Source: an optimization exercise on an open RTL-to-GDS flow (aim: small area, a short achievable clock period and few clock cycles). Production flows keep margins and buffers that such runs may drop. RTL that was checked went through simulation tests only; none was proved equivalent to the original. The RTL of runs 4 to 6 was laid out without a check of its function. No activity file was given, so power comes from the tool's default toggle rates.

==> design/flow/design.v <==
module cksum_unit (
    input  wire        clk,
    input  wire        clear,       
    input  wire [15:0] init,        
    input  wire        step,        
    input  wire [7:0]  byte_in,
    output wire        carry,       
    output wire [7:0]  nx_q,        
    output wire [7:0]  ny_q,        
    output wire        c_q          
);
    reg [7:0] nx, ny;
    reg       c;
    function [8:0] add8c(input [7:0] a, input [7:0] b, input ci);
        reg [8:0] g, p, gn, pn;
        integer i, d;
        begin
            g = {a & b, ci};
            p = {a ^ b, 1'b0};
            for (d = 1; d < 9; d = d * 2) begin
                for (i = 0; i < 9; i = i + 1) begin
                    if (i >= d) begin
                        gn[i] = g[i] | (p[i] & g[i-d]);
                        pn[i] = p[i] & p[i-d];
                    end else begin
                        gn[i] = g[i];
                        pn[i] = p[i];
                    end
                end
                g = gn;
                p = pn;
            end
            add8c = {g[8], (a ^ b) ^ g[7:0]};
        end
    endfunction
    wire [8:0] add = add8c(~nx, byte_in, c);
    always @(posedge clk) begin
        if (clear) begin
            nx <= ~init[15:8];
            ny <= ~init[7:0];
            c <= 1'b0;
        end else if (step) begin
            nx <= ny;
            ny <= ~add[7:0];
            c <= add[8];
        end
    end
    assign carry = step ? add[8] : c;
    assign nx_q  = nx;
    assign ny_q  = ny;
    assign c_q   = c;
endmodule
module udp_tx_engine (
    input  wire        clk,
    input  wire        rst,
    input  wire        cmd_valid,
    output wire        cmd_ready,
    input  wire        cmd_op,
    input  wire [15:0] cmd_sport,
    input  wire [15:0] cmd_dport,
    input  wire [31:0] cmd_dst_ip,
    input  wire [15:0] cmd_len,
    input  wire        in_valid,
    output wire        in_ready,
    input  wire [7:0]  in_data,
    output wire        out_valid,
    input  wire        out_ready,
    output wire [7:0]  out_data,
    output wire        out_last,
    output wire        res_valid,
    output wire [1:0]  res_code,
    output wire [15:0] res_cksum
);
    localparam [15:0] MAX_PLEN = 16'd4054;    
    reg        cr;                  
    reg        c_ck, c_udp, c_nz;   
    reg        hv;                  
    reg [31:0] dst;
    reg [15:0] sp, dp;
    reg [5:0]  hidx;                
    reg        hs_q;                
    reg [7:0]  hb;                  
    reg [15:0] cnt;                 
    reg        cnz;                 
    reg        up;                  
    reg        ckb;                 
    reg        kv;                  
    reg        kodd;                
    reg        ir;                  
    reg        irm;                 
    reg [7:0]  sd;                  
    reg        sl;
    reg        sv;                  
    reg        ov;
    reg [7:0]  od;
    reg        ol;
    reg        rv, rck, rbig;
    function [15:0] dec16(input [15:0] a);       
        reg [15:0] z, zn;                        
        integer i, d;
        begin
            z = {~a[14:0], 1'b1};
            for (d = 1; d < 16; d = d * 2) begin
                for (i = 0; i < 16; i = i + 1)
                    zn[i] = (i >= d) ? (z[i] & z[i-d]) : z[i];
                z = zn;
            end
            dec16 = a ^ z;
        end
    endfunction
    function [11:0] add12(input [11:0] a, input [11:0] b);
        reg [11:0] g, p, gn, pn;
        integer i, d;
        begin
            g = {a[10:0] & b[10:0], 1'b0};
            p = {a[10:0] ^ b[10:0], 1'b0};
            for (d = 1; d < 12; d = d * 2) begin
                for (i = 0; i < 12; i = i + 1) begin
                    if (i >= d) begin
                        gn[i] = g[i] | (p[i] & g[i-d]);
                        pn[i] = p[i] & p[i-d];
                    end else begin
                        gn[i] = g[i];
                        pn[i] = p[i];
                    end
                end
                g = gn;
                p = pn;
            end
            add12 = a ^ b ^ g;
        end
    endfunction
    function [5:0] inc6(input [5:0] a);
        integer i;
        begin
            for (i = 0; i < 6; i = i + 1)
                inc6[i] = a[i] ^ (&(a | ~((6'd1 << i) - 6'd1)));
        end
    endfunction
    wire fire_ck  = cr & c_ck;
    wire fire_udp = cr & c_udp;
    wire fire_big = cr & ~c_ck & ~c_udp;
    wire in_fire  = in_valid & ir;
    wire pay_fire = in_fire & ~irm;
    wire ck_fire  = in_fire & irm;
    wire od_free  = ~ov | out_ready;
    wire hload    = od_free & (hv | fire_udp) & ~up & ~sv;
    wire hlast    = (hidx == 6'd41);
    wire xfer     = hload & hlast;            
    wire        cnt_one = (cnt == 16'd1);
    wire [15:0] cnt_dec = dec16(cnt);
    reg  [7:0] hc_byte;
    always @* begin
        case (hidx[3:0])
            4'd1:    hc_byte = {4'd0, cnt[11:8]};
            4'd2:    hc_byte = cnt[7:0];
            4'd3:    hc_byte = dst[31:24];
            4'd4:    hc_byte = dst[23:16];
            4'd5:    hc_byte = dst[15:8];
            4'd6:    hc_byte = dst[7:0];
            default: hc_byte = 8'd0;
        endcase
    end
    wire       cu_carry;
    wire [7:0] cu_nx, cu_ny;
    wire       cu_step = kv | hs_q | (ckb & ~cnz & (cu_carry_q | kodd));
    wire       cu_carry_q;
    cksum_unit u_cksum (
        .clk     (clk),
        .clear   (fire_udp | fire_ck),
        .init    (c_ck ? 16'h0000 : 16'hB53C),
        .step    (cu_step),
        .byte_in ((kv ? sd : 8'd0) | hb),
        .carry   (cu_carry),
        .nx_q    (cu_nx),
        .ny_q    (cu_ny),
        .c_q     (cu_carry_q)
    );
    wire kodd_n = fire_ck ? 1'b0 : (kodd ^ cu_step);
    wire [11:0] tot_len = add12(cnt[11:0], 12'd28);
    wire [11:0] udp_len = add12(cnt[11:0], 12'd8);
    reg [7:0] hbyte;
    always @* begin
        case (hidx)
            6'd0:  hbyte = 8'h52;  6'd1:  hbyte = 8'h55;  6'd2:  hbyte = 8'h0a;
            6'd3:  hbyte = 8'h00;  6'd4:  hbyte = 8'h02;  6'd5:  hbyte = 8'h02;
            6'd6:  hbyte = 8'h52;  6'd7:  hbyte = 8'h54;  6'd8:  hbyte = 8'h00;
            6'd9:  hbyte = 8'h12;  6'd10: hbyte = 8'h34;  6'd11: hbyte = 8'h56;
            6'd12: hbyte = 8'h08;  6'd13: hbyte = 8'h00;
            6'd14: hbyte = 8'h45;  6'd15: hbyte = 8'h00;
            6'd16: hbyte = {4'd0, tot_len[11:8]};
            6'd17: hbyte = tot_len[7:0];
            6'd22: hbyte = 8'd100; 6'd23: hbyte = 8'd17;
            6'd24: hbyte = cu_ny;
            6'd25: hbyte = cu_nx;
            6'd26: hbyte = 8'h0a;  6'd27: hbyte = 8'h00;
            6'd28: hbyte = 8'h02;  6'd29: hbyte = 8'h0f;
            6'd30: hbyte = dst[31:24]; 6'd31: hbyte = dst[23:16];
            6'd32: hbyte = dst[15:8];  6'd33: hbyte = dst[7:0];
            6'd34: hbyte = sp[15:8];   6'd35: hbyte = sp[7:0];
            6'd36: hbyte = dp[15:8];   6'd37: hbyte = dp[7:0];
            6'd38: hbyte = {4'd0, udp_len[11:8]};
            6'd39: hbyte = udp_len[7:0];
            default: hbyte = 8'h00;
        endcase
    end
    wire fire    = fire_udp | fire_ck;
    wire hv_n    = (hv & ~xfer) | fire_udp;
    wire up_n    = xfer ? cnz : (up & ~(pay_fire & cnt_one));
    wire cnz_n   = fire ? c_nz : (in_fire ? ~cnt_one : cnz);
    wire ck_done = rv & rck;                  
    wire ck_res_n = ckb & ~ck_done & ~cnz & ~cu_carry & ~kodd_n;
    wire ckb_n   = (ckb & ~ck_done) | fire_ck;
    wire sv_n    = od_free ? 1'b0 : (sv | pay_fire);
    wire ir_pay_n = up_n & ~sv_n;
    wire ir_ck_n  = ckb_n & cnz_n & ~sv_n;
    wire len_big = (cmd_len > MAX_PLEN);
    wire cr_n = cmd_valid & ~cr & ~hv_n & ~up_n & (~ckb_n | ck_res_n);
    always @(posedge clk) begin
        if (rst) begin
            cr   <= 1'b0;
            hv   <= 1'b0;
            hidx <= 6'd0;
            hs_q <= 1'b0;
            up   <= 1'b0;
            ckb  <= 1'b0;
            kv   <= 1'b0;
            kodd <= 1'b0;
            ir   <= 1'b0;
            irm  <= 1'b0;
            sv   <= 1'b0;
            ov   <= 1'b0;
            rv   <= 1'b0;
            rck  <= 1'b0;
            rbig <= 1'b0;
        end else begin
            cr   <= cr_n;
            hv   <= hv_n;
            if (hload) hidx <= hlast ? 6'd0 : inc6(hidx);
            hs_q <= hload & (hidx >= 6'd1) & (hidx <= 6'd9);
            up   <= up_n;
            ckb  <= ckb_n;
            kv   <= ck_fire;
            kodd <= kodd_n;
            ir   <= ir_pay_n | ir_ck_n;
            irm  <= ir_ck_n;
            sv   <= sv_n;
            if (od_free) ov <= sv | pay_fire | hload;
            rv   <= ck_res_n | fire_udp | fire_big;
            rck  <= ck_res_n;
            rbig <= fire_big;
        end
    end
    always @(posedge clk) begin
        c_ck  <= cmd_op;
        c_udp <= ~cmd_op & ~len_big;
        c_nz  <= (cmd_len != 16'd0);
        if (fire_udp) begin
            dst <= cmd_dst_ip;
            sp  <= cmd_sport;
            dp  <= cmd_dport;
        end
        hb <= hc_byte;
        if (fire)         cnt <= cmd_len;
        else if (in_fire) cnt <= cnt_dec;
        cnz <= cnz_n;
        if (ir) begin
            sd <= in_data;
            sl <= cnt_one;
        end
        if (od_free) begin
            if (sv) begin
                od <= sd;
                ol <= sl;
            end else if (ir & ~irm) begin
                od <= in_data;
                ol <= cnt_one;
            end else begin
                od <= hbyte;
                ol <= hlast & ~cnz;
            end
        end
    end
    assign cmd_ready = cr;
    assign in_ready  = ir;
    assign out_valid = ov;
    assign out_data  = od;
    assign out_last  = ol;
    assign res_valid = rv;
    assign res_code  = {rbig, 1'b0};
    assign res_cksum = {cu_nx, cu_ny};
endmodule
==> design/flow/flow/run.sh <==
#!/bin/bash
# Layout flow: the standard ORFS flow, with small plain buffers (rather than
# the delay cell buffer_ports picks by default) as the port buffers.
set -euo pipefail
bash standard.sh BUFFER_PORTS_ARGS="-buffer_cell sky130_fd_sc_hd__buf_1" finish > orfs_make.log 2>&1
==> design/flow/standard.sh <==
#!/bin/bash
# synth_recipe.tcl (not shown) runs the flow's synth.tcl, then flattens the netlist and writes it again
# the make line also repeats each setting of config.mk as NAME=value (left out here)
make -C /OpenROAD-flow-scripts/flow DESIGN_CONFIG=/design/flow/config.mk WORK_HOME=/design/flow/orfs CLKGATE_MAP_FILE= SYNTH_SCRIPT=/design/flow/synth_recipe.tcl "${@:-finish}"
==> design/flow/config.mk <==
export PLATFORM = sky130hd
export DESIGN_NAME = udp_tx_engine
export DESIGN_NICKNAME = udp_tx_engine
export VERILOG_FILES = /design/flow/design.v
export SDC_FILE = /design/flow/constraint.sdc
export NUM_CORES = 4
export LEC_CHECK = 0
export CAP_MARGIN = 20
export CORE_MARGIN = 2
export CORE_UTILIZATION = 40
export CTS_BUF_LIST = sky130_fd_sc_hd__clkbuf_4 sky130_fd_sc_hd__clkbuf_8
export PLACE_DENSITY = 0.6
export SETUP_SLACK_MARGIN = 3.6
export SLEW_MARGIN = 20
export TNS_END_PERCENT = 10
==> design/flow/constraint.sdc <==
create_clock -name core_clock -period 6.0 [get_ports {clk}]
set_input_delay 1.2000 -clock core_clock [delete_from_list [all_inputs] [get_ports {clk}]]
set_output_delay 1.2000 -clock core_clock [all_outputs]
set_load 0.01 [all_outputs]
==> results.py, run 1 <==
metrics = {
    "outcome": {
        "outcome": "complete, no violations",
    },
    "job": {
        "cap_violations": 0,
    },
    "power_and_ir_drop": {
        "seq_power_share": 0.566,
        "power_frac_comb": 0.062,
        "switching_power_uw": 495,
        "swShare": 0.244,
        "powerDensity_nw_per_um2": 223,
        "leakagePower_uw": 0.00316,
        "finalPower_uw": 2030,
        "clkPwrFrac": 0.371,
        "p_int_uw": 1530,
        "irDropWorstVdd_v": 0.000141,
    },
    "grt": {
        "grt_pass1_vias": 6053,
        "grtUsageTotal": 0.234,
        "grt_pass1_wl_um": 35300,
        "grt-ovfl-total": 0,
        "antenna_found_initial": 1,
        "grt_start_max_net_pins": 69,
    },
    "setup_path": {
        "arrival_ps": 2660,
        "critPathCaptureType": "flop",
        "r2r_setup_slack_ps": 3530,
        "r2r_start": "hidx[1]",
        "cp-start-kind": "flop",
        "required_ps": 6190,
        "cp_max_fo": 6,
        "r2r_end": "od[3]",
        "critical_path_class": "flop to flop",
        "rr_worst_depth": 8,
    },
    "hold_path": {
        "worstHoldStart": "c_udp",
        "min_path_cells": 1,
        "hold_end": "rbig",
        "min-delay-path-class": "flop to flop",
    },
    "timing": {
        "period_needed_ps": 2470,
        "finalHoldViolCount": 0,
        "finalSetupViolations": 0,
        "fmax_mhz": 405,
        "maxSlewHeadroom": 0.360,
        "finClkSkew_ps": 13.7,
        "drv_slew": 0,
        "tns_ps": 0,
        "finalCritPeriodShare": 0.412,
        "tightest_slew_ps": 953,
        "rsz0062_at_grt": "yes",
    },
    "clock_network": {
        "cts_buffers": 17,
        "ctsLongestPathBuffers": 2,
        "clk_pin_slew_worst_paths_ps": 90,
        "cts_sinks": 147,
        "cts_tree": "done",
        "cts-root-buf": "clkbuf_8",
        "clock_latency_ps": 480,
        "h-tree-depth": 4,
    },
    "die": {
        "fp.dieH_um": 143,
        "core_area_um2": 18800,
        "die_area_um2": 20400,
        "fp.dieW_um": 143,
        "pin_count": 125,
        "start_util": 0.410,
        "num_rows": 50,
    },
    "placement": {
        "dp_hpwl_um": 17200,
        "detailed_place.area_um2": 8320,
        "port_buffers": 123,
        "gp_congestion": 1.10,
    },
    "synth": {
        "synth.distinct_cells": 76,
        "ys_seq_area_frac": 0.529,
        "syn-cell-area_um2": 7720,
        "yosys_most_used_dff": "edfxtp_1",
        "synthCells": 738,
        "synth_warnings": 2,
        "ys_ff_latch": 147,
        "syn_avg_cell_area_um2": 10.5,
        "synth_async_sr_flop_share": 0,
        "synth_fp_nets": 855,
        "synth_edf_count": 114,
    },
    "cells_and_area": {
        "layout_commonest_cell": "buf_1",
        "regArea_um2": 4100,
        "final_layout_size_suffix_gt1_frac": 0.124,
        "syn_to_final_growth_pct": 17.7,
        "multi_input_area_um2": 3490,
        "fillers": 1793,
        "final_net_count": 975,
        "final_cell_mix": "buf_1 (123), edfxtp_1 (114), nand2_1 (75), nor2_1 (51), a22oi_1 (37)",
        "n_antenna_cell": 0,
        "design_area_um2": 9090,
    },
    "detailed_routing": {
        "drt_iter0_markers": 714,
        "drc": 0,
        "drt-total-wl_um": 23700,
        "routedWlPerCell_um": 21.0,
        "via_per_inst": 5.72,
        "dr.pass1.iters": 6,
        "vias": 6464,
        "detail-route-antenna-nets": 0,
    },
}
[what timing repair did]
item,in CTS,in global routing
setup endpoints to repair,37,31
endpoints found under the hold margin,0,0
buffers inserted,3,18
resized for setup,37,21
gates cloned,0,0
pin swaps,2,6
hold buffers,0,0
[stage by stage]
stage               setup slack [ps]  std cells  hold WS (ps)   util
floorplan                       3570        738           443      -
global placement                2970       1078           470  0.442
detailed placement              2920       1078           477  0.442
CTS                             3540       1112           496  0.470
global route                    3430       1130           531  0.483
finish                          3530       1130           498  0.483
[worst max-delay path: stages (launching register included)]
cell,delay (ps)
dfxtp_4,380
clkinvlp_4,140
ha_4,220
nor4b_4,130
buf_4,160
a311o_1,260
or4_1,480
o21ai_2,260
a222oi_1,150
[kinds of logic (layout without fill, tap and decap cells)]
family,after synthesis,after routing,share of synthesized area
adders and majority gates,23,23,0.0382
DFF,147,147,0.529
xor gates and xnor gates,27,27,0.0306
AOI/OAI and AO/OA,192,192,0.172
other,1,1,0.000485
muxes,4,4,0.00535
and+or+nand+nor,265,265,0.180
buffers and inverters,79,211,0.0445
[metal layers]
| metal | part of all wire | up-vias | global-route usage |
|---|---|---|---|
| met5 | 0 | - | 0 |
| met4 | 0.021 | 0 | 0.0657 |
| met3 | 0.093 | 54 | 0.0751 |
| met2 | 0.45 | 328 | 0.357 |
| met1 | 0.43 | 3080 | 0.320 |
| li1 | - | 3002 | - |
[layout make-up]
class | instances | share of cell area
multi-input combinational | 512 | 0.384
clock inverter | 14 | 0.0154
timing repair buffer | 149 | 0.0753
clock buffer | 17 | 0.0257
tap | 260 | 0.0358
inverter | 31 | 0.0132
sequential | 147 | 0.451
[flip-flops by register name (all words and copies together), names as in the netlist, 6 cells and up]
register	count
u_cksum.nx	8
hb	8
dp	16
sd	8
u_cksum.ny	8
cnt	16
sp	16
hidx	6
od	8
dst	32
[worst max-delay path by stage]
| stage | start | to | slack, ps | cells past startpoint |
|---|---|---|---|---|
| floorplan | kv | u_cksum.ny[7] | 3570 | 9 |
| CTS | cnt[4] | od[1] | 3540 | 8 |
| detailed placement | hidx[1] | od[6] | 2920 | 7 |
| finish | hidx[1] | od[3] | 3530 | 8 |
| global route | cnt[4] | od[1] | 3430 | 8 |
| global placement | hidx[4] | od[6] | 2970 | 6 |
[power groups by stage]
stage | registers, µW | clock network (µW) | logic [µW]
after floorplan | 1160 | 0 | 70.7
after global placement | 1170 | 0 | 122
after detailed placement | 1170 | 0 | 123
after CTS | 1150 | 768 | 125
after global routing | 1150 | 809 | 142
final | 1150 | 754 | 126
[cells in the mapped netlist, drive strengths merged (4+ instances only)]
cell	n	area [µm²]
dfxtp	33	661
xor2	11	96.3
xnor2	16	140
nand3b	12	93.8
nand2b	11	68.8
a32oi	10	87.6
a21o	10	75.1
nor3b	4	30.0
nor4b	5	56.3
nand2	78	293
nor2b	12	75.1
nand4	7	43.8
or2	5	31.3
a22oi	37	278
a31oi	4	25.0
o21ai	37	185
inv	31	116
o211ai	5	37.5
nor4	10	77.6
o22ai	8	50.1
a2111oi	4	42.5
nand3	16	80.1
or3	5	31.3
nor3	19	95.1
a21boi	4	30.0
nor2	54	203
edfxtp	114	3420
and3	6	37.5
a221oi	7	61.3
clkbuf	28	105
buf	20	123
a21oi	33	165
ha	22	275
and2	8	50.1
Testbench counts, summed over its fixed seeds: cycles 200,144.
==> run 2, diff against run 1 <==
--- a/design/flow/config.mk
+++ b/design/flow/config.mk
@@ -14,2 +14 @@
 export SLEW_MARGIN = 20
-export TNS_END_PERCENT = 10
==> run 2 against run 1 <==
  * Worst setup slack better by 120 ps
  * Clock-buffer cell count is 3 higher
  * Synthesized cell count did not move
  * Design area grew 0.54%
  * Area after synthesis stayed put
  * Final cell count is 0.35% higher
  * Die area did not move
  * Clock power fell by 2%
  * Register-to-register slack better by 130 ps
  * Critical endpoint is now res_cksum[6]
==> results.py, run 2 <==
metrics = {
    "synth": {
        "yosysTopAreaCell": "edfxtp_1",
        "synth_edf_count": 114,
        "synth_most_common_cell": "edfxtp_1",
        "synth.distinct_cells": 76,
        "synth_commonest_cells": "edfxtp_1 (114), nand2_1 (78), nor2_1 (54), a22oi_1 (37), o21ai_0 (35)",
        "syn_avg_cell_area_um2": 10.5,
        "syn-cell-area_um2": 7720,
        "yosys_most_used_dff": "edfxtp_1",
        "ys_seq_area_frac": 0.529,
        "synth_top_area_share": 0.443,
        "synth_async_sr_flop_share": 0,
        "ys_ff_latch": 147,
        "synth_fp_nets": 855,
        "synthCells": 738,
        "synth.area.top_cells": "edfxtp_1 (44%), dfxtp_1 (8.6%), nand2_1 (3.8%)",
        "synth_warnings": 2,
    },
    "cells_and_area": {
        "layout.cells.non_filler": 1134,
        "syn_to_final_growth_pct": 18.3,
        "regMostFlops": "dst",
        "regArea_um2": 4110,
        "design_area_um2": 9140,
        "layout_commonest_cell": "buf_1",
        "largest_register_ff_count": 32,
        "fillers": 1782,
        "fin_util": 0.485,
        "final_layout_size_suffix_gt1_frac": 0.137,
        "final_cell_mix": "buf_1 (123), edfxtp_1 (114), nand2_1 (74), nor2_1 (51), a22oi_1 (37)",
        "final_net_count": 977,
        "multi_input_area_um2": 3510,
    },
    "timing": {
        "tns_ps": 0,
        "rsz0062_at_grt": "yes",
        "period_needed_ps": 2350,
        "finalCritPeriodShare": 0.392,
        "fmax_mhz": 425,
        "tightest_slew_ps": 1080,
        "finalSetupViolations": 0,
        "finClkSkew_ps": 19.2,
        "maxSlewHeadroom": 0.276,
        "drv_slew": 0,
        "final.setup.worst_slack_ps": 3650,
        "finalHoldViolCount": 0,
    },
    "detailed_routing": {
        "via_per_inst": 5.80,
        "vias": 6576,
        "routedWlPerCell_um": 21.5,
        "detail-route-antenna-nets": 0,
        "drt_iter0_markers": 1051,
        "dr.pass1.iters": 6,
        "drt-total-wl_um": 24300,
        "drc": 0,
    },
    "die": {
        "fp.dieH_um": 143,
        "die_area_um2": 20400,
        "num_rows": 50,
        "start_util": 0.410,
        "pin_count": 125,
        "core_area_um2": 18800,
        "fp.dieW_um": 143,
    },
    "setup_path": {
        "cp.depth": 1,
        "cp_top_family": "flip-flops",
        "startpoint": "u_cksum.ny[6]",
        "cp-start-kind": "flop",
        "slowest_delay_ps": 510,
        "r2r_start": "hidx[3]",
        "crit_slowest_cell": "edfxtp_1",
        "cp_max_fo": 3,
        "required_ps": 4800,
        "crit_buf_inv": 1,
        "rr_worst_depth": 7,
        "crit_chain": "buf_1",
        "arrival_ps": 1150,
        "critPathCaptureType": "output pin",
        "critical_path_class": "flop to output pin",
    },
    "power_and_ir_drop": {
        "powerDensity_nw_per_um2": 221,
        "leakagePower_uw": 0.00318,
        "irDropWorstVdd_v": 0.000121,
    },
    "clock_network": {
        "clock_latency_ps": 470,
        "h-tree-depth": 4,
        "cts_sinks": 147,
        "cts_tree": "done",
        "clk_pin_slew_worst_paths_ps": 90,
        "cts_hold_buf": 0,
        "cts_buffers": 17,
        "ctsLongestPathBuffers": 2,
        "cts-root-buf": "clkbuf_8",
    },
    "job": {
        "cap_violations": 0,
    },
    "grt": {
        "grt_pass1_vias": 6228,
        "grt_start_max_net_pins": 70,
        "grtUsageTotal": 0.238,
        "grt-ovfl-total": 0,
        "antenna_found_initial": 1,
        "grt_pass1_wl_um": 36000,
    },
    "placement": {
        "detailed_place.area_um2": 8320,
        "port_buffers": 123,
        "dp_hpwl_um": 17200,
        "pre_cts_ws_ps": 2950,
        "gp_congestion": 1.02,
        "dp.cells": 1077,
    },
    "outcome": {
        "outcome": "complete, no violations",
    },
    "hold_path": {
        "min-delay-path-class": "flop to flop",
        "min_path_cells": 1,
        "worstHoldStart": "c_ck",
    },
}
## run 2: report_power, final
part | leakage [µW] | internal, µW | switching [µW] | total, µW
clock | 0.000184 | 342 | 396 | 739
sequential | 0.00132 | 1120 | 26.6 | 1150
combinational | 0.00168 | 54.9 | 80.6 | 135
total | 0.00318 | 1520 | 504 | 2020
## run 2: cell families (layout without fill, tap and decap cells)
kind of cell,after synthesis,count (layout),share of synthesized area
flops,147,147,0.529
mux,4,4,0.00535
compound gates,192,192,0.172
fa+ha+maj,23,23,0.0382
other cells,1,2,0.000485
xor+xnor,27,27,0.0306
buf+inv,79,214,0.0445
simple gates,265,265,0.180
## run 2: area by class of cell
class | count | area share
clock inverters | 12 | 0.0118
inverters | 31 | 0.0127
clock buffers | 20 | 0.0281
diodes | 1 | 0.000274
well taps | 260 | 0.0356
flip-flops and latches | 147 | 0.449
repair buffers | 151 | 0.0779
multi-input cells | 512 | 0.384
## run 2: worst paths after layout
path | end | slack [ps]
worst max-delay path | res_cksum[6] | 3650
worst max register to register | od[6] | 3660
worst min-delay path | rbig | 480
worst min register to register | rbig | 480
## run 2: worst register-to-register path, cell delays in order, from the launching register on
cell	delay, ps
dfxtp_1	320
buf_6	180
and2b_1	350
nand3_1	360
o22ai_1	290
o21ai_0	190
and4b_1	290
a221oi_1	200
## run 2: metal layers
layer | vias up | routed length [µm] | global-route usage
li1 | 3009 | - | -
met1 | 3136 | 10400 | 0.327
met2 | 383 | 10800 | 0.355
met3 | 48 | 2450 | 0.0711
met4 | 0 | 716 | 0.0912
met5 | - | 0 | 0
## run 2: repair_timing
action	4_1_cts	5_1_grt
setup endpoints to repair	45	20
resized for setup	44	27
setup buffers	5	19
pin swaps	5	11
## run 2: metrics by stage
step,total power [µW],hold WS (ps)
finish,2020,480
global route,2100,508
floorplan,1230,443
global placement,1300,472
CTS,2030,485
detailed placement,1300,471
==> run 3, diff against run 2 <==
--- a/design/flow/config.mk
+++ b/design/flow/config.mk
@@ -12,3 +12,3 @@
 export PLACE_DENSITY = 0.6
-export SETUP_SLACK_MARGIN = 3.6
+export SETUP_SLACK_MARGIN = 3.5
 export SLEW_MARGIN = 20
==> run 3 against run 2 <==
  * Via count fell by 3.8%
  * Power is 0.43% higher
  * Synthesized cell count unchanged
  * Global-route usage decreased by 0.56 points
  * Largest cell class unchanged
==> results.py, run 3 <==
metrics = {
    "outcome": {
        "outcome": "complete, no violations",
    },
    "clock_network": {
        "cts-root-buf": "clkbuf_8",
        "cts_buffers": 17,
        "h-tree-depth": 4,
        "cts_hold_buf": 0,
        "clk_pin_slew_worst_paths_ps": 90,
        "cts_tree": "done",
        "cts_sinks": 147,
        "ctsLongestPathBuffers": 2,
        "clock_latency_ps": 470,
    },
    "placement": {
        "port_buffers": 123,
        "gp_congestion": 1.10,
        "dp_hpwl_um": 17200,
        "dp.cells": 1078,
    },
    "cells_and_area": {
        "fillers": 1811,
        "final_net_count": 961,
        "regMostFlops": "dst",
        "largest_register_ff_count": 32,
        "layout_commonest_cell": "buf_1",
        "final_layout_size_suffix_gt1_frac": 0.107,
        "syn_to_final_growth_pct": 16.1,
        "layout.cells.non_filler": 1116,
        "n_antenna_cell": 0,
        "final_cell_mix": "buf_1 (123), edfxtp_1 (114), nand2_1 (75), nor2_1 (52), a22oi_1 (37)",
    },
    "timing": {
        "maxSlewHeadroom": 0.374,
        "period_needed_ps": 2430,
        "finalSetupViolations": 0,
        "rsz0062_at_grt": "yes",
        "finalCritPeriodShare": 0.405,
        "drv_slew": 0,
        "hold-worst-slack_ps": 498,
        "finClkSkew_ps": 11.8,
        "fmax_mhz": 412,
        "finalHoldViolCount": 0,
        "tns_ps": 0,
        "tightest_slew_ps": 933,
    },
    "power_and_ir_drop": {
        "powerDensity_nw_per_um2": 226,
        "clkPwrFrac": 0.371,
        "switching_power_uw": 495,
        "power_frac_comb": 0.063,
        "seq_power_share": 0.566,
        "p_int_uw": 1530,
        "irDropWorstVdd_v": 0.000141,
        "leakagePower_uw": 0.00308,
        "swShare": 0.244,
    },
    "synth": {
        "yosysTopAreaCell": "edfxtp_1",
        "synthCells": 738,
        "ys_seq_area_frac": 0.529,
        "synth_commonest_cells": "edfxtp_1 (114), nand2_1 (78), nor2_1 (54), a22oi_1 (37), o21ai_0 (35)",
        "synth.distinct_cells": 76,
        "synth_fp_nets": 855,
        "synth_edf_count": 114,
        "synth_top_area_share": 0.443,
        "synth.area.top_cells": "edfxtp_1 (44%), dfxtp_1 (8.6%), nand2_1 (3.8%)",
        "syn-cell-area_um2": 7720,
        "synth_warnings": 2,
        "yosys_most_used_dff": "edfxtp_1",
        "ys_ff_latch": 147,
        "syn_avg_cell_area_um2": 10.5,
        "synth_async_sr_flop_share": 0,
        "synth_most_common_cell": "edfxtp_1",
    },
    "die": {
        "num_rows": 50,
        "start_util": 0.410,
        "pin_count": 125,
        "fp.dieH_um": 143,
        "core_area_um2": 18800,
        "fp.dieW_um": 143,
        "die_area_um2": 20400,
    },
    "grt": {
        "grt_start_max_net_pins": 69,
        "grtUsageTotal": 0.232,
        "antenna_found_initial": 1,
        "grt_pass1_wl_um": 35100,
        "grt_pass1_vias": 6010,
        "grt-ovfl-total": 0,
    },
    "setup_path": {
        "cp-start-kind": "flop",
        "critPathCaptureType": "flop",
        "arrival_ps": 2610,
        "required_ps": 6180,
        "critical_path_class": "flop to flop",
        "cp_max_fo": 6,
    },
    "hold_path": {
        "min-delay-path-class": "flop to flop",
    },
    "detailed_routing": {
        "routedWlPerCell_um": 21.0,
        "via_per_inst": 5.67,
        "drt-total-wl_um": 23500,
        "detail-route-antenna-nets": 0,
        "vias": 6327,
        "drc": 0,
        "dr.pass1.iters": 6,
        "drt_iter0_markers": 594,
    },
    "job": {
        "cap_violations": 0,
    },
}
run 3: cell counts after synthesis:
Identical to the previous run, type by type.
run 3: critical path, cell delays in order (launching register included):
cell	delay, ps
edfxtp_1	490
inv_1	160
ha_1	220
a21boi_2	190
nor2_1	220
nor2_1	60
o31a_1	270
nor3_1	380
a222oi_1	160
run 3: per-layer routing:
metal	vias up	global-route usage	share of wire	routed length [µm]
met5	-	0	0	0
met4	0	0.0646	0.021	490
met3	45	0.0738	0.089	2080
met2	302	0.355	0.45	10600
met1	3003	0.319	0.44	10300
li1	2977	-	-	-
run 3: metrics by stage:
step,worst slack (ps),util,power (µW),area (µm²)
after global routing,3470,0.476,2100,8960
final,3570,0.476,2030,8960
after CTS,3450,0.468,2040,8810
after detailed placement,2920,0.442,1300,8320
after floorplan,3570,-,1230,7730
after global placement,2970,0.442,1290,8320
run 3: path summary, 6_finish.rpt:
| kind | start | end | slack [ps] | cells after the start |
|---|---|---|---|---|
| worst max-delay path | cnt[3] | od[3] | 3570 | 8 |
| worst min-delay path | c_udp | rbig | 500 | 1 |
| worst max register to register | cnt[3] | od[3] | 3570 | 8 |
| worst min register to register | c_udp | rbig | 500 | 1 |
run 3: layout make-up:
cell class                 count  area [µm²]  share of cell area
sequential                   147        4100               0.457
multi-input combinational    512        3490               0.389
timing repair buffer         135         563              0.0628
tap                          260         325              0.0363
clock buffer                  17         234              0.0261
clock inverter                14         140              0.0156
inverter                      31         116              0.0130
run 3: power by group through the flow:
stage	sequential [µW]	combinational (µW)	clock, µW
CTS	1150	125	768
global placement	1170	122	0
floorplan	1160	70.7	0
global route	1150	144	810
finish	1150	128	752
detailed placement	1170	123	0
run 3: cells by family after synthesis:
group	Yosys count	synth area share
xor+xnor	27	0.0306
simple gates	265	0.180
fa+ha+maj	23	0.0382
flops	147	0.529
compound gates	192	0.172
other cells	1	0.000485
mux	4	0.00535
buf+inv	79	0.0445
run 3: timing repair:
item | 4_1_cts | 5_1_grt
gates resized for setup | 29 | 26
setup endpoints to repair | 19 | 28
pin swaps | 0 | 6
buffers inserted | 1 | 6
hold endpoints to repair | 0 | 0
==> run 4, diff against run 3 <==
--- a/design/flow/design.v
+++ b/design/flow/design.v
@@ -179,4 +179,3 @@
     wire kodd_n = fire_ck ? 1'b0 : (kodd ^ cu_step);
-    wire [11:0] tot_len = add12(cnt[11:0], 12'd28);
-    wire [11:0] udp_len = add12(cnt[11:0], 12'd8);
+    wire [11:0] hdr_len = add12(cnt[11:0], hidx[5] ? 12'd8 : 12'd28);
     reg [7:0] hbyte;
@@ -190,4 +189,4 @@
             6'd14: hbyte = 8'h45;  6'd15: hbyte = 8'h00;
-            6'd16: hbyte = {4'd0, tot_len[11:8]};
-            6'd17: hbyte = tot_len[7:0];
+            6'd16: hbyte = {4'd0, hdr_len[11:8]};
+            6'd17: hbyte = hdr_len[7:0];
             6'd22: hbyte = 8'd100; 6'd23: hbyte = 8'd17;
@@ -201,4 +200,4 @@
             6'd36: hbyte = dp[15:8];   6'd37: hbyte = dp[7:0];
-            6'd38: hbyte = {4'd0, udp_len[11:8]};
-            6'd39: hbyte = udp_len[7:0];
+            6'd38: hbyte = {4'd0, hdr_len[11:8]};
+            6'd39: hbyte = hdr_len[7:0];
             default: hbyte = 8'h00;
--- a/design/flow/config.mk
+++ b/design/flow/config.mk
@@ -9,6 +9,6 @@
 export CORE_MARGIN = 2
-export CORE_UTILIZATION = 40
+export CORE_UTILIZATION = 55
 export CTS_BUF_LIST = sky130_fd_sc_hd__clkbuf_4 sky130_fd_sc_hd__clkbuf_8
-export PLACE_DENSITY = 0.6
-export SETUP_SLACK_MARGIN = 3.5
+export PLACE_DENSITY = 0.75
+export SETUP_SLACK_MARGIN = 3.6
 export SLEW_MARGIN = 20
==> run 4 against run 3 <==
  * Still clean
  * Combinational power is 9% higher
  * Worst setup slack worse by 150 ps
  * Die area shrank 28%
  * Area after synthesis down 1.7%
  * Via count up 3.5%
  * Register-to-register slack worse by 150 ps
  * Global-route usage increased by 7.2 points
  * Clock-buffer cell count is the same
  * Clock skew increased by 7.3 ps
  * Non-clock buffer count increased by 22
  * Largest cell class unchanged
  * Largest power group unchanged
==> results.py, run 4 <==
metrics = {
    "die": {
        "num_rows": 42,
        "fp.dieH_um": 121,
        "die_area_um2": 14800,
        "pin_count": 125,
        "fp.dieW_um": 121,
        "start_util": 0.569,
        "core_area_um2": 13300,
    },
    "setup_path": {
        "r2r_setup_slack_ps": 3420,
        "required_ps": 6210,
        "rr_worst_depth": 8,
        "critical_path_class": "flop to flop",
        "critPathCaptureType": "flop",
        "cp-start-kind": "flop",
        "arrival_ps": 2790,
        "cp_max_fo": 2,
    },
    "clock_network": {
        "cts_sinks": 147,
        "ctsLongestPathBuffers": 2,
        "clock_latency_ps": 470,
        "cts_hold_buf": 0,
        "cts_buffers": 17,
        "h-tree-depth": 4,
        "cts-root-buf": "clkbuf_8",
        "clk_pin_slew_worst_paths_ps": 90,
        "cts_tree": "done",
    },
    "synth": {
        "synthCells": 702,
        "synth.distinct_cells": 73,
        "synth_warnings": 2,
        "yosysTopAreaCell": "edfxtp_1",
        "synth_top_area_share": 0.451,
        "synth.area.top_cells": "edfxtp_1 (45%), dfxtp_1 (8.7%), nand2_1 (3.5%)",
        "ys_ff_latch": 147,
        "synth_commonest_cells": "edfxtp_1 (114), nand2_1 (70), nor2_1 (40), o21ai_0 (35)",
        "ys_seq_area_frac": 0.538,
        "syn_avg_cell_area_um2": 10.8,
        "synth_async_sr_flop_share": 0,
        "synth_edf_count": 114,
        "yosys_most_used_dff": "edfxtp_1",
        "syn-cell-area_um2": 7590,
        "synth_fp_nets": 817,
        "synth_most_common_cell": "edfxtp_1",
    },
    "cells_and_area": {
        "syn_to_final_growth_pct": 18.5,
        "largest_register_ff_count": 32,
        "final_net_count": 944,
        "design_area_um2": 8990,
        "final_layout_size_suffix_gt1_frac": 0.141,
        "n_antenna_cell": 0,
        "final_cell_mix": "buf_1 (123), edfxtp_1 (114), nand2_1 (69), nor2_1 (40), a22oi_1 (32)",
        "layout_commonest_cell": "buf_1",
        "regMostFlops": "dst",
        "fillers": 1036,
        "fin_util": 0.674,
    },
    "placement": {
        "detailed_place.area_um2": 8120,
        "port_buffers": 123,
        "gp_congestion": 0.939,
        "dp_hpwl_um": 15500,
    },
    "power_and_ir_drop": {
        "powerDensity_nw_per_um2": 236,
        "leakagePower_uw": 0.00320,
        "finalPower_uw": 2120,
        "irDropWorstVdd_v": 0.000237,
    },
    "detailed_routing": {
        "dr.pass1.iters": 6,
        "drt_iter0_markers": 1048,
        "drt-total-wl_um": 22500,
        "detail-route-antenna-nets": 0,
        "drc": 0,
        "routedWlPerCell_um": 22.1,
        "via_per_inst": 6.43,
        "vias": 6549,
    },
    "grt": {
        "grt_pass1_wl_um": 33300,
        "antenna_found_initial": 0,
        "grtUsageTotal": 0.304,
        "grt-ovfl-total": 0,
        "grt_pass1_vias": 5962,
        "grt_start_max_net_pins": 70,
    },
    "timing": {
        "tns_ps": 0,
        "finClkSkew_ps": 19.1,
        "rsz0062_at_grt": "yes",
        "maxSlewHeadroom": 0.348,
        "finalHoldViolCount": 0,
        "fmax_mhz": 387,
        "hold-worst-slack_ps": 485,
        "drv_slew": 0,
        "finalSetupViolations": 0,
        "tightest_slew_ps": 979,
        "finalCritPeriodShare": 0.431,
        "period_needed_ps": 2580,
    },
    "hold_path": {
        "min-delay-path-class": "flop to flop",
        "min_path_cells": 1,
    },
    "job": {
        "cap_violations": 0,
    },
    "outcome": {
        "outcome": "complete, no violations",
    },
}
==> run 4: cell types whose count changed in the layout (fill, tap and decap cells not counted), sizes merged, moves of 7 or more <==
cell    change
buf        +22
a21oi       -7
nand3b      -8
nor2       -14
nand2       -8
a211oi      +8
==> run 4: metal layers <==
layer | up-vias | global-route usage | part of all wire
li1 | 2907 | - | -
met4 | 0 | 0.118 | 0.032
met5 | - | 0 | 0
met3 | 58 | 0.0667 | 0.098
met2 | 446 | 0.462 | 0.46
met1 | 3138 | 0.429 | 0.41
==> run 4: where the power goes <==
group	internal [µW]	switching [µW]	leakage [µW]	total (µW)
Sequential	1120	24.2	0.00132	1140
Combinational	58.0	80.8	0.00167	139
Clock	422	414	0.000210	836
Total	1600	519	0.00320	2120
==> run 4: cells by family after synthesis <==
logic type	synth area share
AO/OA/AOI/OAI	0.172
XOR/XNOR	0.0323
adder cells (fa/ha/maj)	0.0356
buffers and inverters	0.0427
flip-flops	0.538
multiplexers	0.00973
other	0.000494
AND/OR/NAND/NOR	0.169
==> run 4: critical path: stages, from the launching register on <==
cell and delay [ps]:
edfxtp_1 460, a21o_1 270, fa_2 360, a21o_1 180
a21oi_2 170, o21bai_2 110, a2111oi_4 330, nor3_1 90
or3b_4 370
==> run 4: final cells by class <==
type	instances	area, µm²	share of cell area
well taps	176	220	0.0245
multi-input cells	480	3380	0.376
inverters	26	105	0.0117
clock buffers	17	234	0.0260
repair buffers	157	761	0.0846
flip-flops and latches	147	4100	0.456
clock inverters	15	191	0.0213
==> run 4: final timing paths <==
check | from | endpoint
min | irm | kv
max reg2reg | sd[0] | u_cksum.ny[7]
min reg2reg | irm | kv
max | sd[0] | u_cksum.ny[7]
==> run 4: stage by stage <==
| stage | instances | setup WS [ps] |
|---|---|---|
| final | 1018 | 3420 |
| after global routing | 1018 | 3330 |
| after CTS | 1004 | 3450 |
| after detailed placement | 958 | 2900 |
| after global placement | 958 | 3020 |
| after floorplan | 702 | 3430 |
==> run 4: timing repair <==
item                       4_1_cts  5_1_grt
pin swaps                        3       13
buffers inserted                14       14
setup endpoints to repair       18       19
gates resized for setup         20       31
==> run 5, diff against run 4 <==
--- a/design/flow/config.mk
+++ b/design/flow/config.mk
@@ -12,3 +12,3 @@
 export PLACE_DENSITY = 0.75
-export SETUP_SLACK_MARGIN = 3.6
+export SETUP_SLACK_MARGIN = 3.4
 export SLEW_MARGIN = 20
==> run 5 against run 4 <==
  * Design area is 2.6% lower
  * Critical path depth stayed put
  * Clock-buffer cell count stayed put
  * Flip-flop and latch count stayed put
  * Worst hold slack worse by 4.4 ps
  * Utilization is 1.7 points lower
  * Maximum frequency is 5.1% lower
  * Register-to-register slack worse by 140 ps
  * Clock power hardly changed
  * Largest power group unchanged
  * Highest routed layer unchanged
==> results.py, run 5 <==
metrics = {
    "clock_network": {
        "ctsLongestPathBuffers": 2,
        "clock_latency_ps": 470,
        "cts_buffers": 17,
        "clk_pin_slew_worst_paths_ps": 90,
        "cts_hold_buf": 0,
        "cts_sinks": 147,
        "cts-root-buf": "clkbuf_8",
        "h-tree-depth": 4,
        "cts_tree": "done",
    },
    "grt": {
        "grt_pass1_wl_um": 33400,
        "grt_start_max_net_pins": 70,
        "grt-ovfl-total": 0,
        "grt_pass1_vias": 6043,
        "antenna_found_initial": 0,
        "grtUsageTotal": 0.305,
    },
    "detailed_routing": {
        "dr.pass1.iters": 7,
        "drc": 0,
        "drt_iter0_markers": 803,
        "via_per_inst": 6.35,
        "routedWlPerCell_um": 22.1,
        "detail-route-antenna-nets": 0,
        "drt-total-wl_um": 22200,
        "vias": 6372,
    },
    "placement": {
        "dp_hpwl_um": 15600,
        "dp.cells": 959,
        "port_buffers": 123,
        "gp_congestion": 0.937,
    },
    "synth": {
        "synth_commonest_cells": "edfxtp_1 (114), nand2_1 (70), nor2_1 (40), o21ai_0 (35)",
        "synth_warnings": 2,
        "yosysTopAreaCell": "edfxtp_1",
        "synth_top_area_share": 0.451,
        "synthCells": 702,
        "synth_edf_count": 114,
        "synth_most_common_cell": "edfxtp_1",
        "syn-cell-area_um2": 7590,
        "synth.area.top_cells": "edfxtp_1 (45%), dfxtp_1 (8.7%), nand2_1 (3.5%)",
        "yosys_most_used_dff": "edfxtp_1",
        "synth.distinct_cells": 73,
        "ys_seq_area_frac": 0.538,
        "synth_async_sr_flop_share": 0,
        "ys_ff_latch": 147,
        "synth_fp_nets": 817,
        "syn_avg_cell_area_um2": 10.8,
    },
    "cells_and_area": {
        "n_antenna_cell": 0,
        "regMostFlops": "dst",
        "largest_register_ff_count": 32,
        "final_cell_mix": "buf_1 (123), edfxtp_1 (114), nand2_1 (68), nor2_1 (40), o21ai_0 (34)",
        "layout_commonest_cell": "buf_1",
        "final_net_count": 930,
        "final_layout_size_suffix_gt1_frac": 0.110,
        "layout.cells.non_filler": 1004,
        "syn_to_final_growth_pct": 15.4,
        "fillers": 1089,
    },
    "die": {
        "fp.dieW_um": 121,
        "fp.dieH_um": 121,
        "die_area_um2": 14800,
        "core_area_um2": 13300,
        "num_rows": 42,
        "start_util": 0.569,
        "pin_count": 125,
    },
    "timing": {
        "finalSetupViolations": 0,
        "tns_ps": 0,
        "hold-worst-slack_ps": 480,
        "finClkSkew_ps": 22.8,
        "finalCritPeriodShare": 0.454,
        "rsz0062_at_grt": "yes",
        "period_needed_ps": 2720,
        "finalHoldViolCount": 0,
        "maxSlewHeadroom": 0.350,
        "drv_slew": 0,
        "tightest_slew_ps": 975,
        "fmax_mhz": 367,
    },
    "setup_path": {
        "cp_max_fo": 2,
        "required_ps": 6220,
        "arrival_ps": 2940,
        "critical_path_class": "flop to flop",
        "cp-start-kind": "flop",
        "critPathCaptureType": "flop",
    },
    "hold_path": {
        "min-delay-path-class": "flop to flop",
    },
    "power_and_ir_drop": {
        "powerDensity_nw_per_um2": 242,
        "finalPower_uw": 2120,
        "irDropWorstVdd_v": 0.000306,
        "leakagePower_uw": 0.00309,
    },
    "outcome": {
        "outcome": "complete, no violations",
    },
    "job": {
        "cap_violations": 0,
    },
}
## run 5: cell counts after synthesis
Identical to the previous run, type by type.
## run 5: critical path, cell delays in order, from the launching register on
cell       delay (ps)
edfxtp_1          430
a21o_1            270
fa_2              410
a21o_1            210
a21oi_2           180
o21bai_2          130
a2111oi_4         410
nor3_2             90
or3b_4            370
## run 5: metrics by stage
step           utilization  setup WS [ps]  area (µm²)
3_5_place_dp         0.608           2890        8120
2_1_floorplan            -           3420        7610
4_1_cts              0.645           3390        8610
5_1_grt              0.656           3200        8760
3_3_place_gp         0.608           2980        8120
6_report             0.656           3280        8760
## run 5: final cells by class
type | count | area (µm²) | share of cell area
Inverter | 26 | 101 | 0.0116
Clock inverter | 15 | 193 | 0.0220
Multi-Input combinational cell | 480 | 3310 | 0.378
Timing Repair Buffer | 143 | 612 | 0.0698
Clock buffer | 17 | 234 | 0.0267
Sequential cell | 147 | 4090 | 0.467
Tap cell | 176 | 220 | 0.0251
## run 5: final timing paths
kind              cells past startpoint  slack [ps]  start             to
hold / removal                        1         480    irm             kv
setup / recovery                      8        3280  sd[0]  u_cksum.ny[7]
setup reg to reg                      8        3280  sd[0]  u_cksum.ny[7]
hold reg to reg                       1         480    irm             kv
## run 5: kinds of logic after synthesis
| group | Yosys count | share of synthesized area |
|---|---|---|
| xor gates and xnor gates | 28 | 0.0323 |
| DFF | 147 | 0.538 |
| adders and majority gates | 21 | 0.0356 |
| buffers and inverters | 75 | 0.0427 |
| other | 1 | 0.000494 |
| AOI/OAI and AO/OA | 187 | 0.172 |
| and+or+nand+nor | 236 | 0.169 |
| muxes | 7 | 0.00973 |
## run 5: repair_timing
| item | 4_1_cts | 5_1_grt |
|---|---|---|
| setup buffers | 1 | 12 |
| endpoints found under the setup margin | 10 | 11 |
| endpoints found under the hold margin | 0 | 0 |
| pin swaps | 3 | 11 |
| gates resized for setup | 13 | 13 |
## run 5: layer usage
layer | track usage | share of wire
met1 | 0.424 | 0.41
met2 | 0.456 | 0.45
met3 | 0.0775 | 0.10
met4 | 0.131 | 0.036
met5 | 0 | 0
## run 5: power breakdown
part | leakage [µW] | switching, µW | internal [µW]
registers | 0.00132 | 28.4 | 1120
clock network | 0.000215 | 414 | 424
logic | 0.00156 | 75.7 | 53.6
==> run 6, diff against run 5 <==
--- a/design/flow/design.v
+++ b/design/flow/design.v
@@ -19,7 +19,7 @@
             p = {a ^ b, 1'b0};
-            for (d = 1; d < 9; d = d * 2) begin
+            for (d = 1; d < 9; d = d * 2) begin     
                 for (i = 0; i < 9; i = i + 1) begin
-                    if (i >= d) begin
-                        gn[i] = g[i] | (p[i] & g[i-d]);
-                        pn[i] = p[i] & p[i-d];
+                    if ((i / d) % 2 == 1) begin
+                        gn[i] = g[i] | (p[i] & g[(i / d) * d - 1]);
+                        pn[i] = p[i] & p[(i / d) * d - 1];
                     end else begin
@@ -102,5 +102,5 @@
             z = {~a[14:0], 1'b1};
-            for (d = 1; d < 16; d = d * 2) begin
+            for (d = 1; d < 16; d = d * 2) begin    
                 for (i = 0; i < 16; i = i + 1)
-                    zn[i] = (i >= d) ? (z[i] & z[i-d]) : z[i];
+                    zn[i] = ((i / d) % 2 == 1) ? (z[i] & z[(i / d) * d - 1]) : z[i];
                 z = zn;
@@ -116,7 +116,7 @@
             p = {a[10:0] ^ b[10:0], 1'b0};
-            for (d = 1; d < 12; d = d * 2) begin
+            for (d = 1; d < 12; d = d * 2) begin    
                 for (i = 0; i < 12; i = i + 1) begin
-                    if (i >= d) begin
-                        gn[i] = g[i] | (p[i] & g[i-d]);
-                        pn[i] = p[i] & p[i-d];
+                    if ((i / d) % 2 == 1) begin
+                        gn[i] = g[i] | (p[i] & g[(i / d) * d - 1]);
+                        pn[i] = p[i] & p[(i / d) * d - 1];
                     end else begin
--- a/design/flow/config.mk
+++ b/design/flow/config.mk
@@ -9,6 +9,6 @@
 export CORE_MARGIN = 2
-export CORE_UTILIZATION = 55
+export CORE_UTILIZATION = 40
 export CTS_BUF_LIST = sky130_fd_sc_hd__clkbuf_4 sky130_fd_sc_hd__clkbuf_8
-export PLACE_DENSITY = 0.75
-export SETUP_SLACK_MARGIN = 3.4
+export PLACE_DENSITY = 0.6
+export SETUP_SLACK_MARGIN = 3.6
 export SLEW_MARGIN = 20
==> run 6 against run 5 <==
  * Combinational power is essentially flat
  * Largest power group unchanged
  * Highest routed layer unchanged
  * Still clean on timing, DRC and antenna
  * Design area rose by 5.3%
  * Critical path depth increased by 4
  * Largest cell class unchanged
  * Sequential power about the same
==> results.py, run 6 <==
metrics = {
    "synth": {
        "ys_seq_area_frac": 0.537,
        "synthAdderAreaFrac": 0.0451,
        "synth_commonest_cells": "edfxtp_1 (114), nand2_1 (61), nor2_1 (50), a21oi_1 (34), dfxtp_1 (33)",
        "synth.area.mux_share": 0.00412,
        "synth_warnings": 2,
        "synth_edf_count": 114,
        "syn_avg_cell_area_um2": 10.9,
        "synth_compound_area_frac": 0.164,
        "ys_ff_latch": 147,
        "yosys_most_used_dff": "edfxtp_1",
        "yosysTopAreaCell": "edfxtp_1",
        "synth_fp_nets": 819,
        "synthCells": 700,
        "synth_top_area_share": 0.451,
        "synth_async_sr_flop_share": 0,
        "synth-simple-area-share": 0.177,
        "synth_top_family_by_area": "simple AND/OR/NAND/NOR gates",
        "synth_most_common_cell": "edfxtp_1",
        "synth.area.top_cells": "edfxtp_1 (45%), dfxtp_1 (8.7%), ha_1 (3.5%)",
        "syn-cell-area_um2": 7600,
        "synth_xor_area_frac": 0.0273,
        "synth.distinct_cells": 73,
    },
    "cells_and_area": {
        "final_cell_mix": "buf_1 (123), edfxtp_1 (114), nand2_1 (61), nor2_1 (50), buf_4 (34)",
        "layout.cells.non_filler": 1085,
        "syn_to_final_growth_pct": 21.4,
        "n_antenna_cell": 0,
        "final_net_count": 957,
        "layout_commonest_cell": "buf_1",
        "regMostFlops": "dst",
        "final_layout_size_suffix_gt1_frac": 0.161,
        "fin_util": 0.495,
        "largest_register_ff_count": 32,
    },
    "clock_network": {
        "cts_sinks": 147,
        "ctsLongestPathBuffers": 2,
        "cts_buffers": 17,
        "cts_hold_buf": 0,
        "cts_tree": "done",
        "clock_latency_ps": 460,
        "cts-root-buf": "clkbuf_8",
        "h-tree-depth": 4,
        "clk_pin_slew_worst_paths_ps": 90,
    },
    "placement": {
        "dp.cells": 1015,
        "gp_congestion": 0.950,
        "dp_hpwl_um": 18300,
        "port_buffers": 123,
    },
    "grt": {
        "grt_start_max_net_pins": 65,
        "grt_pass1_vias": 5940,
        "grt-ovfl-total": 0,
        "grt_pass1_wl_um": 37300,
        "antenna_found_initial": 0,
        "grtUsageTotal": 0.255,
    },
    "detailed_routing": {
        "drc": 0,
        "routedWlPerCell_um": 23.7,
        "drt_iter0_markers": 720,
        "detail-route-antenna-nets": 0,
        "vias": 6406,
        "via_per_inst": 5.90,
        "drt-total-wl_um": 25700,
        "dr.pass1.iters": 6,
    },
    "hold_path": {
        "worstHoldStart": "c_udp",
        "min-delay-path-class": "flop to flop",
    },
    "timing": {
        "finClkSkew_ps": 14.9,
        "drv_slew": 0,
        "tightest_slew_ps": 733,
        "fmax_mhz": 346,
        "tns_ps": 0,
        "maxSlewHeadroom": 0.510,
        "finalHoldViolCount": 0,
        "period_needed_ps": 2890,
        "rsz0062_at_grt": "yes",
        "finalSetupViolations": 0,
        "finalCritPeriodShare": 0.481,
        "hold-worst-slack_ps": 457,
    },
    "setup_path": {
        "required_ps": 6390,
        "r2r_start": "sd[1]",
        "critPathCaptureType": "flop",
        "r2r_end": "cr",
        "startpoint": "sd[1]",
        "crit_chain": "a21o_1 -> ha_1 -> nor2b_1 -> o21a_1 -> o21a_1 -> o211ai_1 -> nand2_1 -> a21o_1 -> fa_2 -> a21oi_2 -> nand3_2 -> a211oi_2",
        "critical_path_class": "flop to flop",
        "slowest_delay_ps": 440,
        "cp_max_fo": 3,
        "critical_path.endpoint": "cr",
        "arrival_ps": 3270,
        "r2r_setup_slack_ps": 3110,
        "cp-start-kind": "flop",
        "crit_slowest_cell": "edfxtp_1",
        "rr_worst_depth": 12,
    },
    "die": {
        "pin_count": 125,
        "start_util": 0.408,
        "fp.dieW_um": 142,
        "fp.dieH_um": 142,
        "die_area_um2": 20100,
        "core_area_um2": 18600,
        "num_rows": 50,
    },
    "power_and_ir_drop": {
        "powerDensity_nw_per_um2": 219,
        "irDropWorstVdd_v": 0.000171,
        "leakagePower_uw": 0.00327,
    },
    "job": {
        "cap_violations": 0,
    },
    "outcome": {
        "outcome": "complete, no violations",
    },
}
==> run 6: how the worst min path moves through the flow <==
stage,to,slack [ps],cells past startpoint
after floorplan,rbig,420,1
after CTS,rbig,460,1
final,rbig,460,1
after global routing,rbig,490,1
after global placement,rbig,450,1
after detailed placement,rbig,450,1
==> run 6: cell families after synthesis <==
logic type / Yosys count
fa+ha+maj: 25
mux: 3
other cells: 1
compound gates: 178
xor+xnor: 22
buf+inv: 73
flops: 147
simple gates: 251
==> run 6: layout make-up <==
type                            instances  area (µm²)
Sequential cell                       147        4100
Inverter                               23        95.1
Tap cell                              234         293
Clock inverter                         14         124
Fill cell                            1694        9420
Timing Repair Buffer                  169         970
Clock buffer                           18         241
Multi-Input combinational cell        480        3400
==> run 6: layer usage <==
metal,share of wire,track usage,wire (µm)
met5,0,0,0
met1,0.45,0.371,11500
met3,0.086,0.0574,2220
met2,0.45,0.382,11500
met4,0.019,0.0742,502
==> run 6: report_power, final <==
group          total [µW]  switching, µW  internal [µW]
combinational         128           74.9           53.0
clock                 742            406            336
sequential           1150           27.3           1120
==> run 6: metrics by stage <==
stage	setup WS (ps)	cell area [µm²]	power, µW
floorplan	3390	7630	1220
global placement	2730	8180	1280
detailed placement	2870	8180	1290
CTS	3130	8920	2020
global route	3020	9230	2080
finish	3110	9230	2020
==> run 6: worst max-delay path, delay by kind of cell, from the launching register on <==
family | cells | cell delay (ps)
fa+ha+maj | 2 | 660
simple gates | 3 | 340
compound gates | 7 | 1380
flops | 1 | 440
==> run 6: repair_timing <==
action | in CTS | in global routing
pin swaps | 8 | 16
cloned | 2 | 2
buffers inserted | 16 | 18
gates resized for setup | 50 | 30
endpoints found under the setup margin | 17 | 43

separate check: timing with driven ports:
The results above use ideal ports. As a check the final layouts listed here were re-extracted and re-timed, cells and wires unchanged.
Step 1 assumes that a clkbuf_16 drives the clock port and a buf_2 every other input.
Step 2 also shifts input and output timing later by t, the mid clock arrival at the registers, as if the neighbouring blocks saw the same clock.
Slacks: ideal / step 1 / step 2; pairs: ideal / step 1.
run | t, ns | setup WS [ns] | worst setup path after step 2 | clock arrival spread, ns | worst data-port slew with drivers (ns)
run 1 | 0.513 | 3.530 / 3.530 / 3.234 | input to register | 0.016 / 0.016 | 0.04
run 2 | 0.496 | 3.646 / 3.607 / 3.316 | input to register | 0.020 / 0.020 | 0.04
run 3 | 0.505 | 3.572 / 3.544 / 3.212 | input to register | 0.012 / 0.012 | 0.04
run 4 | 0.499 | 3.417 / 3.417 / 3.372 | input to register | 0.020 / 0.019 | 0.04
run 5 | 0.502 | 3.277 / 3.277 / 3.078 | input to register | 0.023 / 0.023 | 0.04
run 6 | 0.494 | 3.111 / 3.111 / 3.111 | register to register | 0.016 / 0.015 | 0.04
After both steps every run listed still meets setup and hold. The setup slack of run 3, which loses most, moves by -0.028 ns with the drivers and by -0.360 ns with both steps.
